What follows belongs to an exercise in optimizing a design on an open flow for small area; a production flow would make more cautious choices. Function was checked by simulation only, so behaviour that the tests miss may differ from the original. Power figures rest on the tool's default switching activity, not on a simulated workload.

==> inputs of v15 <==
## optommp_parser
module optommp_parser (
    input  wire        clk,
    input  wire        rst,
    input  wire        req_valid,
    input  wire        req_write,
    input  wire        req_space,
    input  wire        req_size,
    input  wire [7:0]  req_addr,
    input  wire [31:0] req_wdata,
    output reg         rsp_valid,
    output reg  [31:0] rsp_rdata,
    output reg         rsp_err,
    output wire        irq
);
Settings: LEC_CHECK=0, CAP_MARGIN=10, CORE_MARGIN=2, CORE_UTILIZATION=50, PLACE_DENSITY=0.6, SLEW_MARGIN=10; clock period 12.0 ns.
standard.sh (not shown) runs the stock make flow with config.mk's settings and CLKGATE_MAP_FILE= SYNTH_SCRIPT=/design/flow/synth_recipe.tcl, a recipe that flattens the netlist after the stock synthesis.
==> flow/flow/run.sh <==
#!/bin/bash
# Layout flow: the standard ORFS flow (standard.sh), except that
#  - synthesis keeps the small AND-OR selector modules (omp_aor*) apart and
#    maps them with a structure-preserving ABC script (flow/abc_aor.script),
#    and maps the rest of the logic with an area-oriented ABC script
#    (flow/abc.script); the design is flattened afterwards as usual.
#    Registers, their names and cell types are those of the standard
#    synthesis (ABC only maps combinational logic);
#  - the port buffers use a small buffer cell;
#  - clock tree synthesis uses small clock buffers in small clusters, without
#    dummy loads.
set -euo pipefail
W=$PWD

# ORFS synth.tcl with its ABC call replaced by the two calls above
sed 's#log_cmd abc {\*}$abc_args#log_cmd abc {*}[lreplace $abc_args 1 1 '"$W"'/flow/abc_aor.script] omp_aor16 omp_aor4\n  log_cmd abc {*}[lreplace $abc_args 1 1 '"$W"'/flow/abc.script] optommp_parser#' \
    "$FLOW_HOME/scripts/synth.tcl" > "$W/synth_area.tcl"
grep -q "flow/abc.script" "$W/synth_area.tcl"
grep -q "flow/abc_aor.script" "$W/synth_area.tcl"

# The standard flow's synthesis wrapper, sourcing the copy above
sed "s#source \$::env(SCRIPTS_DIR)/synth.tcl#source $W/synth_area.tcl#" synth_recipe.tcl > "$W/synth_recipe_area.tcl"
grep -q "synth_area.tcl" "$W/synth_recipe_area.tcl"

CTS="-sink_clustering_enable -repair_clock_nets -dont_use_dummy_load -buf_list sky130_fd_sc_hd__clkbuf_4 -sink_clustering_size 8 -sink_clustering_max_diameter 40"

# standard.sh with the synthesis wrapper above, the kept modules, the port buffer cell and the CTS arguments
sed -e "s#SYNTH_SCRIPT=[^ ]*#SYNTH_SCRIPT=$W/synth_recipe_area.tcl 'SYNTH_KEEP_MODULES=omp_aor16 omp_aor4' 'BUFFER_PORTS_ARGS=-buffer_cell sky130_fd_sc_hd__buf_1' 'CTS_ARGS=$CTS'#" \
    standard.sh > "$W/standard_area.sh"
grep -q "synth_recipe_area.tcl" "$W/standard_area.sh"

bash "$W/standard_area.sh" > "$W/flow_make.log" 2>&1
==> flow/flow/abc.script <==
strash
balance -l
resub -K 6 -l
rewrite -l
resub -K 6 -N 2 -l
refactor -l
resub -K 8 -l
balance -l
resub -K 8 -N 2 -l
rewrite -l
resub -K 10 -l
rewrite -z -l
resub -K 10 -N 2 -l
balance -l
resub -K 12 -l
refactor -z -l
resub -K 12 -N 2 -l
rewrite -z -l
balance -l
dch -f
amap -A 4 -F 4
topo
==> flow/flow/abc_aor.script <==
strash
amap
topo
==> v33: changes against v15 <==
--- a/flow/design.v
+++ b/flow/design.v
@@ -210,10 +210,11 @@
     wire s_val1 = sel(6'd39) && recs;
     wire s_val2 = sel(6'd43) && recs;
     wire s_val3 = sel(6'd47) && recs && pv;
     wire s_val4 = sel(6'd51) && recs && pv;
     wire s_val5 = sel(6'd55) && recs && p5;
+    wire s_len5 = sel(6'd54) && recs && p5;
     wire s_val6 = sel(6'd59) && recs && s6;
     wire s_len6 = sel(6'd58) && recs && s6;
     wire g_orc  = sel(6'h04) && orc_v;
     wire g_qa   = (sel(6'h08) && hv && dst) || (s_val4 && dst);
     wire g_rc   = s_val4 && !dst;
@@ -292,11 +293,11 @@
     always @(posedge clk) begin
         busy_d <= busy;
         ra     <= w_view ? {2'b00, 4'd4 + (vw_mode ? vw_idx[5:2] : vw_idx[3:0]), vw_mode ? vw_idx[1:0] : 2'd3} :
                   w_cmd  ? {2'b00, o6[5:2] + 4'd3, o6[1:0]} : a;
         rk     <= (acc && !req_write) ? (req_space ? (req_size ? 2'd2 : 2'd3) : 2'd1) : 2'd0;
-        rsp_err <= req_valid && !admitted;
+        rsp_err <= !admitted;
     end
     always @(posedge clk) begin
         if (rst) begin
             rsp_valid <= 1'b0;
             vcap <= 1'b0;
@@ -331,17 +332,17 @@
                 buf_len   <= req_wdata[6:0];
                 blk_valid <= 1'b0;
             end
             if (w_orc && !busy)
                 orc_v <= 1'b1;
-            if (vcap)
-                vd_v <= 1'b1;
             if (w_view && !busy) begin
                 vs_v <= 1'b1;
                 if (!view_hit)
                     vd_v <= 1'b0;
             end
+            if (vcap)
+                vd_v <= 1'b1;
             if (eng_ml && orc_ok)
                 ml_v <= 1'b1;
             if (start) begin
                 last_op <= op[1:0];
                 if (op == 4'd1)
@@ -388,24 +389,14 @@
 module omp_aor16 (
     input  wire [15:0] d,
     input  wire [15:0] s,
     output wire        y
 );
-    wire [15:0] t = d & s;
-    wire y0 = ~(t[0] | t[1] | t[2]);
-    wire y1 = ~(t[3] | t[4] | t[5]);
-    wire y2 = ~(t[6] | t[7] | t[8]);
-    wire y3 = ~(t[9] | t[10] | t[11]);
-    wire y4 = ~(t[12] | t[13] | t[14]);
-    wire y5 = ~t[15];
-    assign y = ~(y0 & y1 & y2) | ~(y3 & y4 & y5);
+    assign y = |(d & s);
 endmodule
 module omp_aor4 (
     input  wire [3:0] d,
     input  wire [3:0] s,
     output wire       y
 );
-    wire [3:0] t = d & s;
-    wire y0 = ~(t[0] | t[1] | t[2]);
-    wire y1 = ~t[3];
-    assign y = ~(y0 & y1);
+    assign y = |(d & s);
 endmodule
==> flow/flow/run.sh (replaced) <==
#!/bin/bash
# Layout flow: the standard ORFS flow (standard.sh), except that
#  - synthesis maps the logic with an area-oriented ABC script (flow/abc.script);
#    registers, their names and cell types are those of the standard synthesis
#    (ABC only maps combinational logic);
#  - the port buffers use a small buffer cell;
#  - clock tree synthesis uses small clock buffers in small clusters, without
#    dummy loads.
set -euo pipefail
W=$PWD

# ORFS synth.tcl with its ABC call pointed at flow/abc.script
sed 's#log_cmd abc {\*}$abc_args#log_cmd abc {*}[lreplace $abc_args 1 1 '"$W"'/flow/abc.script]#' \
    "$FLOW_HOME/scripts/synth.tcl" > "$W/synth_area.tcl"
grep -q "flow/abc.script" "$W/synth_area.tcl"

# The standard flow's synthesis wrapper, sourcing the copy above
sed "s#source \$::env(SCRIPTS_DIR)/synth.tcl#source $W/synth_area.tcl#" synth_recipe.tcl > "$W/synth_recipe_area.tcl"
grep -q "synth_area.tcl" "$W/synth_recipe_area.tcl"

CTS="-sink_clustering_enable -repair_clock_nets -dont_use_dummy_load -buf_list sky130_fd_sc_hd__clkbuf_4 -sink_clustering_size 9 -sink_clustering_max_diameter 50"

# standard.sh with the synthesis wrapper above, the port buffer cell and the CTS arguments
sed -e "s#SYNTH_SCRIPT=[^ ]*#SYNTH_SCRIPT=$W/synth_recipe_area.tcl 'BUFFER_PORTS_ARGS=-buffer_cell sky130_fd_sc_hd__buf_1' 'CTS_ARGS=$CTS'#" \
    standard.sh > "$W/standard_area.sh"
grep -q "synth_recipe_area.tcl" "$W/standard_area.sh"

bash "$W/standard_area.sh" > "$W/flow_make.log" 2>&1
removed: flow/flow/abc_aor.script
==> v7: changes against v15 <==
--- a/flow/design.v
+++ b/flow/design.v
@@ -210,10 +210,11 @@
     wire s_val1 = sel(6'd39) && recs;
     wire s_val2 = sel(6'd43) && recs;
     wire s_val3 = sel(6'd47) && recs && pv;
     wire s_val4 = sel(6'd51) && recs && pv;
     wire s_val5 = sel(6'd55) && recs && p5;
+    wire s_len5 = sel(6'd54) && recs && p5;
     wire s_val6 = sel(6'd59) && recs && s6;
     wire s_len6 = sel(6'd58) && recs && s6;
     wire g_orc  = sel(6'h04) && orc_v;
     wire g_qa   = (sel(6'h08) && hv && dst) || (s_val4 && dst);
     wire g_rc   = s_val4 && !dst;
@@ -388,24 +389,14 @@
 module omp_aor16 (
     input  wire [15:0] d,
     input  wire [15:0] s,
     output wire        y
 );
-    wire [15:0] t = d & s;
-    wire y0 = ~(t[0] | t[1] | t[2]);
-    wire y1 = ~(t[3] | t[4] | t[5]);
-    wire y2 = ~(t[6] | t[7] | t[8]);
-    wire y3 = ~(t[9] | t[10] | t[11]);
-    wire y4 = ~(t[12] | t[13] | t[14]);
-    wire y5 = ~t[15];
-    assign y = ~(y0 & y1 & y2) | ~(y3 & y4 & y5);
+    assign y = |(d & s);
 endmodule
 module omp_aor4 (
     input  wire [3:0] d,
     input  wire [3:0] s,
     output wire       y
 );
-    wire [3:0] t = d & s;
-    wire y0 = ~(t[0] | t[1] | t[2]);
-    wire y1 = ~t[3];
-    assign y = ~(y0 & y1);
+    assign y = |(d & s);
 endmodule
==> flow/flow/run.sh (replaced) <==
#!/bin/bash
# Layout flow: the standard ORFS flow (standard.sh), except that
#  - synthesis maps the logic with an area-oriented ABC script (flow/abc.script);
#    registers, their names and cell types are those of the standard synthesis
#    (ABC only maps combinational logic);
#  - the port buffers use a small buffer cell;
#  - clock tree synthesis uses small clock buffers in small clusters, without
#    dummy loads.
set -euo pipefail
W=$PWD

# ORFS synth.tcl with its ABC call pointed at flow/abc.script
sed 's#log_cmd abc {\*}$abc_args#log_cmd abc {*}[lreplace $abc_args 1 1 '"$W"'/flow/abc.script]#' \
    "$FLOW_HOME/scripts/synth.tcl" > "$W/synth_area.tcl"
grep -q "flow/abc.script" "$W/synth_area.tcl"

# The standard flow's synthesis wrapper, sourcing the copy above
sed "s#source \$::env(SCRIPTS_DIR)/synth.tcl#source $W/synth_area.tcl#" synth_recipe.tcl > "$W/synth_recipe_area.tcl"
grep -q "synth_area.tcl" "$W/synth_recipe_area.tcl"

CTS="-sink_clustering_enable -repair_clock_nets -dont_use_dummy_load -buf_list sky130_fd_sc_hd__clkbuf_4 -sink_clustering_size 8 -sink_clustering_max_diameter 40"

# standard.sh with the synthesis wrapper above, the port buffer cell and the CTS arguments
sed -e "s#SYNTH_SCRIPT=[^ ]*#SYNTH_SCRIPT=$W/synth_recipe_area.tcl 'BUFFER_PORTS_ARGS=-buffer_cell sky130_fd_sc_hd__buf_1' 'CTS_ARGS=$CTS'#" \
    standard.sh > "$W/standard_area.sh"
grep -q "synth_recipe_area.tcl" "$W/standard_area.sh"

bash "$W/standard_area.sh" > "$W/flow_make.log" 2>&1
removed: flow/flow/abc_aor.script
==> comparison <==
Worst hold slack: v7 < v33 < v15.
Area after synthesis is about the same in v7 and v33.
Worst setup slack: v15 < v7 < v33.
Fmax, highest first: v33, v7, v15.
Sequential cell count is the same in v33 and v15.
Final area: v33 is lower than v7 (about 0.5%).
Clock power is about the same in v15 and v7.
Against v7, the clock skew of v15 is lower by 0.040 ns.

re-timing with driven ports:
In the flow no input, the clock included, has a driving cell. The finished layouts below were timed again as built, in two steps. Step 1 sets driving cells, clkbuf_16 on the clock port and buf_2 on the other inputs (assumed; they add their load-dependent delay and slew). Step 2 times the ports against the registers' clock, not the clock port: input delays grow and output delays shrink by t, the midpoint of the rising clock arrivals with the driver on. Three values: ideal, step 1, step 2; two values: the first two.
run | shift t [ns] | setup WS [ns] | latest minus earliest clock arrival (ns) | slew at the worst register clock pin (ns) | cell pins on the clock port's net
v15 | 0.966 | 2.200 / 2.146 / 3.112 | 0.125 / 0.126 | 0.10 / 0.10 | 1
v33 | 0.924 | 2.492 / 2.435 / 3.359 | 0.107 / 0.106 | 0.12 / 0.12 | 1
v7 | 0.945 | 2.238 / 2.183 / 3.127 | 0.164 / 0.163 | 0.10 / 0.10 | 1
After both steps setup and hold are still met in every run listed.
